This is an optimization exercise on Yosys and OpenROAD, whose aim is small area, a short achievable clock period and few clock cycles, not a production implementation. Only simulation tests tie the RTL to the original design; equivalence was not proved. No activity file was given, so power comes from the tool's default toggle rates.

## ia_cpu
module ia_cpu (
    input  wire       clk,
    input  wire       rst,           
    input  wire       load_we,       
    input  wire [7:0] load_addr,     
    input  wire [7:0] load_data,
    output wire [7:0] mem_rdata,     
    input  wire       start,         
    output wire       halted,
    output wire       fault,
    output wire [7:0] acc,
    output wire [7:0] pc,
    output wire [3:0] status,        
    output wire       out_valid,
    output wire [7:0] out_data,
    input  wire       out_ready,
    input  wire       in_valid,
    input  wire [7:0] in_data,
    output wire       in_ready
);
Size: roughly 70 I/O pins, roughly 91,000 um^2 of cells after synthesis.
make LEC_CHECK=0 CAP_MARGIN=20 CORE_MARGIN=2 CORE_UTILIZATION=55 PLACE_DENSITY=0.65 SETUP_SLACK_MARGIN=1.0 SLEW_MARGIN=20 SYNTH_HIERARCHICAL=1 TNS_END_PERCENT=5 finish   # period 8.0 ns
run.sh (not shown) runs the stock make flow with config.mk's settings and CLKGATE_MAP_FILE= SYNTH_SCRIPT=/design/flow/synth_recipe.tcl, a recipe that flattens the netlist after the stock synthesis.
Testbench counts at the start, summed over its fixed seeds: cycles 43,003.
Then changed:
Settings changed: SETUP_SLACK_MARGIN 1.0 to 2.0.
Outcome: The changed run finished with timing, DRC and antenna clean; utilization is lower by 0.94 points; design area is lower by about 1.4%; cell count is lower by about 2.3%; routed wire length is lower by 0.35%; via count is lower by 2.0%; power is lower by 3.1%.
Then changed:
==> flow/flow/run.sh (new file) <==
#!/bin/bash
# The standard layout, step by step; timing repair after clock-tree synthesis
# and after global routing aims for 2 ns of setup slack on every violating
# endpoint (the floorplan and placement steps run with the default margin).
set -euo pipefail
bash standard.sh synth > synth.log 2>&1
bash standard.sh floorplan > floorplan.log 2>&1
bash standard.sh place > place.log 2>&1
export SETUP_SLACK_MARGIN=2.0
export TNS_END_PERCENT=100
bash standard.sh cts > cts.log 2>&1
bash standard.sh finish > finish.log 2>&1
==> flow/standard.sh (new file) <==
#!/bin/bash
# synth_recipe.tcl (not shown) runs the flow's synth.tcl, then flattens the netlist and writes it again
# the make line also repeats each setting of config.mk as NAME=value (left out here)
make -C /OpenROAD-flow-scripts/flow DESIGN_CONFIG=/design/flow/config.mk WORK_HOME=/design/flow/orfs CLKGATE_MAP_FILE= SYNTH_SCRIPT=/design/flow/synth_recipe.tcl "${@:-finish}"
Settings changed: SETUP_SLACK_MARGIN 2.0 to default, TNS_END_PERCENT 5 to default.
removed: flow/run.sh
What happened: Worst setup slack is better by 200 ps. Via count goes up by a few percent. Cell area goes up by a few percent.

---

ia_cpu, a different RTL version from the one above (not shown whole).
For scale: about 5300 cells after synthesis, about 0.092 mm^2 of cells after synthesis.
export LEC_CHECK = 0
export CAP_MARGIN = 20
export CORE_MARGIN = 2
export CORE_UTILIZATION = 55
export PLACE_DENSITY = 0.65
export SLEW_MARGIN = 20
export SYNTH_HIERARCHICAL = 1
create_clock -name core_clock -period 8.0 [get_ports {clk}]
standard.sh (not shown) runs the stock make flow with config.mk's settings and CLKGATE_MAP_FILE= SYNTH_SCRIPT=/design/flow/synth_recipe.tcl, a recipe that flattens the netlist after the stock synthesis.
==> flow/flow/run.sh <==
#!/bin/bash
# The standard layout, step by step; timing repair after clock-tree synthesis
# and after global routing aims for 2.5 ns of setup slack on every violating
# endpoint (the floorplan and placement steps run with the default margin).
set -euo pipefail
bash standard.sh synth > synth.log 2>&1
bash standard.sh floorplan > floorplan.log 2>&1
bash standard.sh place > place.log 2>&1
export SETUP_SLACK_MARGIN=2.5
export TNS_END_PERCENT=100
bash standard.sh cts > cts.log 2>&1
bash standard.sh finish > finish.log 2>&1
Testbench counts at the start, summed over its fixed seeds: cycles 42,487.
==> next run, changes <==
==> flow/run.sh (new file) <==
#!/bin/bash
# synth_recipe.tcl (not shown) runs the flow's synth.tcl, then flattens the netlist and writes it again
# the make line also repeats each setting of config.mk as NAME=value (left out here)
make -C /OpenROAD-flow-scripts/flow DESIGN_CONFIG=/design/flow/config.mk WORK_HOME=/design/flow/orfs CLKGATE_MAP_FILE= SYNTH_SCRIPT=/design/flow/synth_recipe.tcl finish
- SETUP_SLACK_MARGIN: not set -> 2.0
- TNS_END_PERCENT: not set -> 5
removed: flow/flow/run.sh
removed: flow/standard.sh
After rerunning: Die area is unchanged; synthesized area does not change; sequential power hardly moves; fmax went down by 0.43%; core utilization is lower by 2.6 points; first-iteration DRC count shrinks by 9.1%; sequential share of layout area goes up by 2.2 points; setup slack is worse by 0.032 ns.

---

## old
ia_cpu, a different RTL version from the one above (not shown whole).
For scale: about 5,300 cells after synthesis, about 92,000 µm² of cells after synthesis.
==> flow/config.mk <==
export PLATFORM = sky130hd
export DESIGN_NAME = ia_cpu
export DESIGN_NICKNAME = ia_cpu
export VERILOG_FILES = /design/flow/design.v
export SDC_FILE = /design/flow/constraint.sdc
export NUM_CORES = 4
export LEC_CHECK = 0
export CAP_MARGIN = 20
export CORE_MARGIN = 2
export CORE_UTILIZATION = 55
export PLACE_DENSITY = 0.65
export SETUP_SLACK_MARGIN = 2.0
export SLEW_MARGIN = 20
export SYNTH_HIERARCHICAL = 1
export TNS_END_PERCENT = 5
==> flow/constraint.sdc <==
create_clock -name core_clock -period 8.0 [get_ports {clk}]
set_input_delay 1.6000 -clock core_clock [delete_from_list [all_inputs] [get_ports {clk}]]
set_output_delay 1.6000 -clock core_clock [all_outputs]
set_load 0.01 [all_outputs]
==> flow/flow/run.sh <==
#!/bin/bash
# The standard layout, with the port buffers made from sky130 buf_4 cells
# (which timing repair may then resize) instead of the flow's default pick.
set -euo pipefail
export BUFFER_PORTS_ARGS="-buffer_cell sky130_fd_sc_hd__buf_4"
bash standard.sh synth > synth.log 2>&1
bash standard.sh floorplan > floorplan.log 2>&1
bash standard.sh place > place.log 2>&1
bash standard.sh cts > cts.log 2>&1
bash standard.sh finish > finish.log 2>&1
old completed end to end with timing, DRC and antenna clean.
Testbench counts of old, summed over its fixed seeds: cycles 42,656.
#### Input delta (new over old)
# old
export LEC_CHECK = 0
export CAP_MARGIN = 20
export CORE_MARGIN = 2
export CORE_UTILIZATION = 55
export PLACE_DENSITY = 0.65
export SETUP_SLACK_MARGIN = 2.0
export SLEW_MARGIN = 20
export SYNTH_HIERARCHICAL = 1
export TNS_END_PERCENT = 5
create_clock -name core_clock -period 8.0 [get_ports {clk}]
# new
export LEC_CHECK = 0
export CAP_MARGIN = 20
export CORE_MARGIN = 2
export CORE_UTILIZATION = 65
export PLACE_DENSITY = 0.72
export SETUP_SLACK_MARGIN = 3.0
export SLEW_MARGIN = 20
export SYNTH_HIERARCHICAL = 1
export TNS_END_PERCENT = 5
create_clock -name core_clock -period 8.0 [get_ports {clk}]
==> comparison <==
STATUS maximum frequency: new wins against old
Looking at wire length, new sits above old.
new vs. old: final non-filler cell area dropped 670 µm²; via-per-instance ratio climbed 0.45.
A cell with the largest stage delay on the worst path of mux2i_2 is what old shows, while mux4_2 belongs to new.
In new relative to old, amount of wire on met3 after detailed routing had gone up by more than 10%.
Relative to old, post-synthesis to final-layout area growth has gone down in new.
Relative to old, the overall fraction of global-route tracks in use of new is higher by 5.9 points.
Count of instances resized after the clock tree is built, old and new: higher on new
Compared new vs old, and total instance count after detailed placement is down in new.

---

yarrow:
Starting RTL as in the previous note.
==> flow/config.mk <==
export PLATFORM = sky130hd
export DESIGN_NAME = ia_cpu
export DESIGN_NICKNAME = ia_cpu
export VERILOG_FILES = /design/flow/design.v
export SDC_FILE = /design/flow/constraint.sdc
export NUM_CORES = 4
export LEC_CHECK = 0
export ABC_CLOCK_PERIOD_IN_PS = 5000
export CAP_MARGIN = 20
export CORE_MARGIN = 2
export CORE_UTILIZATION = 65
export PLACE_DENSITY = 0.72
export SETUP_SLACK_MARGIN = 2.0
export SLEW_MARGIN = 20
export SYNTH_HIERARCHICAL = 1
export TNS_END_PERCENT = 5
==> flow/constraint.sdc <==
create_clock -name core_clock -period 8.0 [get_ports {clk}]
set_input_delay 1.6000 -clock core_clock [delete_from_list [all_inputs] [get_ports {clk}]]
set_output_delay 1.6000 -clock core_clock [all_outputs]
set_load 0.01 [all_outputs]
Scripts as last shown in full above: flow/flow/run.sh
Testbench counts of yarrow, summed over its fixed seeds: cycles 42,656.
Modified inputs, indigo compared to yarrow
Settings: a change of CORE_UTILIZATION from 65 to 55; a change of PLACE_DENSITY from 0.72 to 0.65; a deleted TNS_END_PERCENT that had been 5; a deleted SETUP_SLACK_MARGIN that had been 2.0; a deleted ABC_CLOCK_PERIOD_IN_PS that had been 5000.
==> flow/flow/run.sh <==
#!/bin/bash
# The standard layout, step by step; timing repair after clock-tree synthesis
# and after global routing aims for 2 ns of setup slack on every violating
# endpoint (the floorplan and placement steps run with the default margin).
set -euo pipefail
bash standard.sh synth > synth.log 2>&1
bash standard.sh floorplan > floorplan.log 2>&1
bash standard.sh place > place.log 2>&1
export SETUP_SLACK_MARGIN=2.0
export TNS_END_PERCENT=100
bash standard.sh cts > cts.log 2>&1
bash standard.sh finish > finish.log 2>&1
### Flow results
Between indigo and yarrow, sequential fraction of total cell area is lower for indigo, yarrow comes in above that. Looking at multi-input logic portion of the cell area across indigo and yarrow, the one that comes out lower is indigo. Re switching portion of total power: indigo is 1.2 points down on yarrow. Worst path setup slack after routing (higher): indigo. Per the comparison of indigo with yarrow, number of buffers created by CTS now sits higher, number of stages on the worst hold path level, global-route usage now sits lower, DRC violation total after the first TritonRoute iteration fell by about 20%.
## Diff of input files: willow against indigo
Settings: SETUP_SLACK_MARGIN now 3.0, previously not set; TNS_END_PERCENT now 5, previously not set; PLACE_DENSITY now 0.75, was 0.65; CORE_UTILIZATION now 70, was 55.
==> flow/flow/run.sh <==
#!/bin/bash
# The standard layout, with the port buffers made from sky130 buf_4 cells
# (which timing repair may then resize) instead of the flow's default pick.
set -euo pipefail
export BUFFER_PORTS_ARGS="-buffer_cell sky130_fd_sc_hd__buf_4"
bash standard.sh synth > synth.log 2>&1
bash standard.sh floorplan > floorplan.log 2>&1
bash standard.sh place > place.log 2>&1
bash standard.sh cts > cts.log 2>&1
bash standard.sh finish > finish.log 2>&1
Notes after the runs:
From the logs: willow reached the end of the flow and failed the layout checks with capacitance limit.
| global routing usage on met3 | willow vs indigo | 7.0 points higher |
Compared with indigo, in willow worst relative slew slack dropped 26 points, final area dropped 4.7%.
Re post-DP HPWL: indigo was higher than willow.
Master of the slowest instance on the critical path: mux4_1 -> indigo, nor4_1 -> willow
Total wire length (indigo / willow): 0.881
Per the comparison of willow with indigo, clock insertion delay at the later pin of the skew report essentially unchanged, final core utilization grew by 14 points, power dissipated in sequential cells neither gained nor lost much.

-- re-timing with driven ports --
Ports are ideal in the flow. The routed layouts listed here were re-timed in OpenROAD. Step 1 assumes that a clkbuf_16 drives the clock port and a buf_2 every other input. Step 2 times the ports against the registers' clock, not the clock port: input delays grow and output delays shrink by t, the midpoint of the rising clock arrivals with the driver on. Slacks: ideal ports / drivers / drivers and shift; pairs: ideal ports / drivers.
run | t, ns | slack for setup (ns) | worst setup path after step 2 | cell pins on the clock port's net
the first run of note 1 | 0.933 | 1.076 / 1.049 / 0.266 | input to register | 1
the second run of note 1 | 0.925 | 1.139 / 1.151 / 0.264 | input to register | 1
the third run of note 1 | 0.927 | 1.338 / 1.336 / 0.455 | input to register | 1
the first run of note 2 | 0.936 | 0.567 / 0.568 / -0.271 | input to register | 1
the second run of note 2 | 0.942 | 0.535 / 0.535 / -0.272 | input to register | 1
old | 0.942 | 1.179 / 1.149 / 0.271 | input to register | 1
new | 0.922 | 1.226 / 1.157 / 0.400 | input to register | 1
yarrow | 0.922 | 1.161 / 1.106 / 0.337 | input to register | 1
indigo | 0.943 | 1.294 / 1.237 / 0.422 | input to register | 1
willow | 0.928 | 0.276 / 0.246 / -0.563 | input to register | 1
For old, which loses most, drivers alone change the setup slack by -0.030 ns; drivers and shift together by -0.908 ns.
